Source: an optimization exercise on an open RTL-to-GDS flow (aim: small area). Production flows keep margins and buffers that such runs may drop. The RTL was checked by simulation tests, not by an equivalence proof against the original design. Power is estimated from default activity; no workload was simulated.

==> flow/design.v (excerpt) <==
module msop_core (
    input  wire        clk,
    input  wire        rst,
    output wire [7:0]  imem_addr,
    input  wire [63:0] imem_data,
    output wire        dmem_re,
    output wire        dmem_we,
    output wire [7:0]  dmem_addr,
    output wire [31:0] dmem_wdata,
    input  wire [31:0] dmem_rdata,
    output wire        halted,
    output wire        aborted,
    output wire [1:0]  abort_cause,
    input  wire [3:0]  dbg_sel,
    output wire [31:0] dbg_val
);
For scale: about 630 flip-flops, ~190 I/O pins, roughly 19000 µm² of cells after synthesis.
clock: 13.0 ns
lec_check: 0
cap_margin: 20
core_margin: 2
core_utilization: 40
place_density: 0.6
slew_margin: 20
standard.sh (not shown) runs the stock make flow with config.mk's settings and CLKGATE_MAP_FILE= SYNTH_SCRIPT=/design/flow/synth_recipe.tcl, a recipe that flattens the netlist after the stock synthesis.
==> flow/flow/run.sh <==
#!/bin/bash
# Own layout flow: the standard flow (standard.sh: ORFS with the standard flow's
# synthesis script, floorplan, power grid, placement and routing) with three
# changes, none of which touches the registers or the constraints:
#  - ABC maps the logic with an area-oriented script (flow/abc_map.script)
#    in place of ORFS's delay-oriented one; ORFS's scripts are copied here
#    and only abc_speed.script is replaced;
#  - each port gets the smallest buffer, buf_1, instead of the default one;
#  - the clock tree uses larger sink clusters and no dummy loads.
# The make output goes to flow.log here; ORFS keeps each step's log under orfs/logs.
set -euo pipefail
rm -rf scripts
cp -r "$FLOW_HOME/scripts" scripts
cp flow/abc_map.script scripts/abc_speed.script
export SCRIPTS_DIR="$PWD/scripts"
export BUFFER_PORTS_ARGS="-buffer_cell sky130_fd_sc_hd__buf_1"
export CTS_ARGS="-sink_clustering_enable -repair_clock_nets -dont_use_dummy_load -sink_clustering_size 30 -sink_clustering_max_diameter 60"
bash standard.sh finish > flow.log 2>&1
==> flow/flow/abc_map.script <==
strash
dc2
dch -f
amap -F 4 -A 10
topo
The first run finished with timing, DRC and antenna clean.
==> next run, changes <==
--- a/flow/flow/run.sh
+++ b/flow/flow/run.sh
@@ -17 +17 @@
-export CTS_ARGS="-sink_clustering_enable -repair_clock_nets -dont_use_dummy_load -sink_clustering_size 30 -sink_clustering_max_diameter 60"
+export CTS_ARGS="-sink_clustering_enable -repair_clock_nets -dont_use_dummy_load -sink_clustering_size 28 -sink_clustering_max_diameter 100"
--- a/flow/config.mk
+++ b/flow/config.mk
@@ -11 +11 @@
-export PLACE_DENSITY = 0.6
+export PLACE_DENSITY = 0.7
After rerunning: Register-to-register slack is better by 0.13 ns. Via count increases by about 0.7%. Combinational power stays flat. Cell count decreases by about 0.56%. Setup slack is better by 0.13 ns.
==> next run, changes <==
==> flow/flow/abc_map.script (replaced) <==
strash
dc2
dch -f
amap -F 4 -A 10
strash
dch -f
amap -F 4 -A 10
topo
Outcome: Sequential share of layout area goes up by 0.11 points; clock skew goes up by 0.010 ns; clock-buffer cell count goes up by 1; area after synthesis goes down by 0.32%; worst setup slack improves by 0.60 ns; sequential cell count is unchanged; cell count hardly moves; worst hold slack degrades by 0.034 ns; via count goes down by 0.59%.


== v44 ==
The RTL this note starts from:
==> flow/design.v <==
module msop_core (
    input  wire        clk,
    input  wire        rst,
    output wire [7:0]  imem_addr,
    input  wire [63:0] imem_data,
    output wire        dmem_re,
    output wire        dmem_we,
    output wire [7:0]  dmem_addr,
    output wire [31:0] dmem_wdata,
    input  wire [31:0] dmem_rdata,
    output wire        halted,
    output wire        aborted,
    output wire [1:0]  abort_cause,
    input  wire [3:0]  dbg_sel,
    output wire [31:0] dbg_val
);
    localparam ST_CLR  = 4'd0;    
    localparam ST_FET  = 4'd1;    
    localparam ST_DEC  = 4'd2;    
    localparam ST_C1   = 4'd3;    
    localparam ST_C2   = 4'd4;    
    localparam ST_XW   = 4'd5;    
    localparam ST_XF   = 4'd6;    
    localparam ST_IT   = 4'd7;    
    localparam ST_MV   = 4'd8;    
    localparam ST_PA   = 4'd9;    
    localparam ST_LDW  = 4'd10;   
    localparam ST_HALT = 4'd11;
    localparam ST_ABT1 = 4'd12;   
    localparam ST_ABT2 = 4'd13;   
    localparam ST_PW   = 4'd14;   
    reg  [3:0]   state;
    reg  [7:0]   pc;
    reg  [3:0]   k;
    reg  [511:0] ringn;
    wire [511:0] ring = ~ringn;
    reg  [31:0]  An, B;
    wire [31:0]  A = ~An;
    reg          lap;
    reg          qn;
    reg  [4:0]   op;              
    reg  [3:0]   rpos;            
    reg          mk;              
    wire [31:0] R = ring[511:480];
    wire [3:0]  fa  = imem_data[57:54];
    wire [3:0]  fb  = imem_data[52:49];
    wire [3:0]  fc  = imem_data[47:44];
    wire [31:0] imm = imem_data[31:0];
    wire is_ar   = ~op[4] & ~op[3];               
    wire is_mul  = is_ar & (op[1:0] == 2'd0);
    wire is_div  = is_ar & (op[1:0] == 2'd3);
    wire is_md   = is_mul | is_div;
    wire is_sub  = is_ar & (op[1:0] == 2'd2);
    wire is_mem  = (op[4:2] == 3'b010);           
    wire is_ld   = is_mem & ~op[0];
    wire is_st   = is_mem & op[0];
    wire is_set  = (op == 5'd12);
    wire is_br   = (op >= 5'd13) && (op <= 5'd17);
    wire is_ret  = (op == 5'd18);
    wire regform = is_mem ? op[1] : (is_ar & op[2]);
    wire [3:0] kn  = k - 4'd1;
    wire       k0  = (k == 4'd0);
    wire        stopped = (state == ST_HALT) || (state == ST_ABT1) || (state == ST_ABT2);
    wire [3:0]  pos = stopped ? dbg_sel + ~k : rpos;
    reg  [31:0] D;
    integer i;
    always @(*) begin
        D = 32'd0;
        for (i = 0; i < 16; i = i + 1)
            D = D | (ring[i*32 +: 32] & {32{pos == i[3:0]}});
    end
    reg        xa1, xa2, s_in;
    reg        selD, selI, inv, cin;
    reg        bsrc, wen, selM;
    wire [31:0] XA  = (A & {32{xa1}}) | ({A[30:0], 1'b0} & {32{xa2}}) | {31'd0, s_in};
    wire [31:0] XBr = (D & {32{selD}}) | (imm & {32{selI}}) | (dmem_rdata & {32{selM}});
    wire [31:0] XB  = XBr ^ {32{inv}};
    wire [32:0] c;        
    wire [31:0] u;        
    wire [32:0] t;        
    wire [31:0] S;
    wire [3:0]  cb;       
    genvar gi;
    generate
        for (gi = 0; gi < 32; gi = gi + 1) begin : g_add
            wire cin_i = (gi == 0) ? cin : (gi % 8 == 0) ? 1'b0 : c[gi];
            assign u[gi]   = XA[gi] ^ XB[gi] ^ cin_i;
            assign c[gi+1] = (XA[gi] & XB[gi]) | (cin_i & (XA[gi] ^ XB[gi]));
            wire t_i = (gi % 8 == 0) ? 1'b1 : t[gi];
            assign t[gi+1] = t_i & u[gi];
            if (gi < 8) assign S[gi] = u[gi];
            else        assign S[gi] = u[gi] ^ (cb[gi/8] & t_i);
        end
    endgenerate
    assign t[0]  = 1'b1;
    assign cb[0] = cin;
    assign cb[1] = c[8];
    assign cb[2] = c[16] | (cb[1] & t[16]);
    assign cb[3] = c[24] | (cb[2] & t[24]);
    wire s_z  = ~|XBr;
    wire s_n  = XBr[31];
    wire a_ok = ~|A[31:10];
    reg taken;
    always @(*) begin
        case (op[2:0])
            3'd5: taken = s_z;              
            3'd6: taken = ~s_n;             
            3'd7: taken = s_n | s_z;        
            3'd0: taken = ~s_n & ~s_z;      
            default: taken = s_n;           
        endcase
    end
    wire [7:0] target = imm[31] ? 8'd0 : imm[9:2];
    reg [3:0] nstate;
    reg       pc_adv;
    reg       re, we;
    wire dsub = ~(A[31] ^ XBr[31]);
    always @(*) begin
        xa1 = 1'b1; xa2 = 1'b0; s_in = 1'b0;
        selD = 1'b0; selI = 1'b0; inv = 1'b0; cin = 1'b0;
        bsrc = 1'b0; wen = 1'b0; selM = 1'b0;
        nstate = state; pc_adv = 1'b0; re = 1'b0; we = 1'b0;
        case (state)
            ST_CLR: begin
                xa1 = 1'b0; wen = 1'b1;
                if (k0) nstate = ST_FET;
            end
            ST_FET: nstate = ST_DEC;
            ST_DEC: nstate = ST_C1;
            ST_C1: begin
                xa1 = 1'b0; selD = regform; selI = ~regform;
                inv = is_sub; cin = is_sub;
                if (is_ret) nstate = ST_HALT;
                else if (is_div & s_z) nstate = ST_ABT1;
                else nstate = ST_C2;
            end
            ST_C2: begin
                selD = 1'b1;
                if (is_br) begin
                    xa1 = 1'b0;
                    pc_adv = 1'b1; nstate = ST_FET;
                end else if (is_md) begin
                    xa1 = 1'b0;
                    inv = is_div & D[31]; cin = is_div & D[31];
                    nstate = ST_XW;
                end else begin
                    selD = ~is_set;
                    nstate = ST_PA;
                end
            end
            ST_XW: begin
                if (k0) nstate = ST_XF;
            end
            ST_XF: begin
                xa1 = 1'b0; xa2 = 1'b1; bsrc = 1'b1;
                if (k0 && lap) nstate = ST_IT;
            end
            ST_IT: begin
                xa1 = 1'b0; xa2 = 1'b1;
                if (is_div) begin
                    s_in = B[31];
                    selD = regform; selI = ~regform; inv = dsub; cin = dsub;
                end else begin
                    selD = regform & B[31]; selI = ~regform & B[31];
                end
                if (k0 && lap) nstate = is_div ? ST_MV : ST_PA;
            end
            ST_MV: begin
                xa1 = 1'b0; xa2 = 1'b1; s_in = B[31] ^ qn;
                if (k0 && lap) nstate = ST_PA;
            end
            ST_PA: begin
                if (is_mem & ~a_ok) nstate = ST_ABT2;
                else if (is_st) begin
                    selD = 1'b1; we = 1'b1; pc_adv = 1'b1; nstate = ST_FET;
                end else if (is_ld) begin
                    re = 1'b1; nstate = ST_LDW;
                end else if (mk) begin
                    cin = is_div & qn; wen = 1'b1;
                    pc_adv = 1'b1; nstate = ST_FET;
                end
            end
            ST_LDW: begin
                xa1 = 1'b0; selM = 1'b1; nstate = ST_PW;
            end
            ST_PW: begin
                if (mk) begin
                    wen = 1'b1; pc_adv = 1'b1; nstate = ST_FET;
                end
            end
            default: ;
        endcase
    end
    wire [3:0] rsel = (nstate == ST_C2) ? (is_br ? fa : fb) :
                      (nstate == ST_PA) ? fa : fc;
    always @(posedge clk) begin
        ringn <= ~{ring[479:0], wen ? S : R};
        An <= ~S;
        B <= {B[30:0], bsrc ? A[31] : ~S[31]};
        if (state == ST_C1) qn <= XBr[31];
        else if (state == ST_C2) qn <= qn ^ D[31];
        if (state != ST_XF && state != ST_IT && state != ST_MV) lap <= 1'b0;
        else if (k0) lap <= ~lap;
        op    <= imem_data[63:59];
        rpos  <= rsel + ~kn;
        mk    <= (kn == fa);
        if (rst) begin
            state <= ST_CLR;
            pc    <= 8'd0;
            k     <= 4'd15;
        end else begin
            state <= nstate;
            k     <= kn;
            if (pc_adv) pc <= (is_br & taken) ? target : pc + 8'd1;
        end
    end
    assign imem_addr   = pc;
    assign dmem_re     = re;
    assign dmem_we     = we;
    assign dmem_addr   = XA[9:2];
    assign dmem_wdata  = XBr;
    assign halted      = (state == ST_HALT);
    assign aborted     = (state == ST_ABT1) || (state == ST_ABT2);
    assign abort_cause = {state == ST_ABT2, state == ST_ABT1};
    assign dbg_val     = D;
endmodule
==> flow/config.mk <==
export PLATFORM = sky130hd
export DESIGN_NAME = msop_core
export DESIGN_NICKNAME = msop_core
export VERILOG_FILES = /design/flow/design.v
export SDC_FILE = /design/flow/constraint.sdc
export NUM_CORES = 4
export LEC_CHECK = 0
export CAP_MARGIN = 20
export CORE_MARGIN = 2
export CORE_UTILIZATION = 40
export PLACE_DENSITY = 0.6
export SLEW_MARGIN = 20
==> flow/constraint.sdc <==
create_clock -name core_clock -period 13.0 [get_ports {clk}]
set_input_delay 2.6000 -clock core_clock [delete_from_list [all_inputs] [get_ports {clk}]]
set_output_delay 2.6000 -clock core_clock [all_outputs]
set_load 0.01 [all_outputs]
==> flow/flow/run.sh <==
#!/bin/bash
# Own layout flow: the standard flow (standard.sh: ORFS with the standard flow's
# synthesis script, floorplan, power grid, placement and routing) with three
# changes, none of which touches the registers or the constraints:
#  - ABC maps the logic with an area-oriented script (flow/abc_map.script)
#    in place of ORFS's delay-oriented one; ORFS's scripts are copied here
#    and only abc_speed.script is replaced;
#  - each port gets the smallest buffer, buf_1, instead of the default one;
#  - the clock tree uses larger sink clusters and no dummy loads.
# The make output goes to flow.log here; ORFS keeps each step's log under orfs/logs.
set -euo pipefail
rm -rf scripts
cp -r "$FLOW_HOME/scripts" scripts
cp flow/abc_map.script scripts/abc_speed.script
export SCRIPTS_DIR="$PWD/scripts"
export BUFFER_PORTS_ARGS="-buffer_cell sky130_fd_sc_hd__buf_1"
export CTS_ARGS="-sink_clustering_enable -repair_clock_nets -dont_use_dummy_load -sink_clustering_size 28 -sink_clustering_max_diameter 100"
bash standard.sh finish > flow.log 2>&1
==> flow/flow/abc_map.script <==
strash
dc2
dch -f
amap -F 4 -A 10
strash
dch -f
amap -F 4 -A 10
topo
v44 has completed all stages; timing, DRC and antenna checks passed.
For v30, these inputs were changed with respect to v44:
==> flow/flow/abc_map.script <==
strash
dc2
dch -f
amap -F 4 -A 10
topo
--- a/flow/config.mk
+++ b/flow/config.mk
@@ -8,5 +8,5 @@
 export CAP_MARGIN = 20
 export CORE_MARGIN = 2
-export CORE_UTILIZATION = 40
-export PLACE_DENSITY = 0.6
+export CORE_UTILIZATION = 55
+export PLACE_DENSITY = 0.7
 export SLEW_MARGIN = 20
Results
All of v44 and v30 finish clean.
v30 against v44: share of cell area taken by flip-flops and latches moved up; synthesized cell count increased 10.
Looking at met3 routed wirelength across v44 and v30, the one that comes out lower is v44.
When v30 is measured against v44, its final non-filler cell area turns out 1.5% lower.
Diff v44 -> v30: slack of the critical path lost 0.19 ns; global placement routability congestion has increased.
v30 vs v44: multi-input combinational cell count up in v30
Input changes introduced in v7 (baseline for comparison: v30):
--- a/flow/config.mk
+++ b/flow/config.mk
@@ -8,5 +8,5 @@
 export CAP_MARGIN = 20
 export CORE_MARGIN = 2
-export CORE_UTILIZATION = 55
-export PLACE_DENSITY = 0.7
+export CORE_UTILIZATION = 40
+export PLACE_DENSITY = 0.6
 export SLEW_MARGIN = 20
Results
v7 finished all stages; the layout is clean. Changes observed in v7 relative to v30: aggregate routed wire length +about 2.7%, critical path depth climbed 1, post-route cell area has increased.

separate check: timing with driven ports:
How much do the figures lean on ideal ports? The routed layouts below were timed once more, with nothing changed but the port constraints.
Step 1 assumes that a clkbuf_16 drives the clock port and a buf_2 every other input.
Step 2 times the ports against the registers' clock, not the clock port: input delays grow and output delays shrink by t, the midpoint of the rising clock arrivals with the driver on.
Three values: ideal, step 1, step 2; two values: the first two.
run | t (ns) | slack for setup (ns) | worst register clock-pin slew, ns | pins driven straight from the clock port
the first run of note 1 | 0.605 | 1.328 / 1.328 / 0.952 | 0.11 / 0.11 | 1
the second run of note 1 | 0.623 | 1.456 / 1.456 / 1.162 | 0.11 / 0.11 | 1
the third run of note 1 | 0.629 | 2.052 / 2.052 / 2.052 | 0.11 / 0.11 | 1
v44 | 0.619 | 1.022 / 1.043 / 0.424 | 0.11 / 0.11 | 1
v30 | 0.605 | 0.831 / 0.857 / 0.252 | 0.11 / 0.11 | 1
v7 | 0.613 | 0.828 / 0.858 / 0.246 | 0.11 / 0.11 | 1
After both steps every run listed still meets setup and hold. For v44, which loses most, drivers alone change the setup slack by +0.021 ns; drivers and shift together by -0.598 ns.
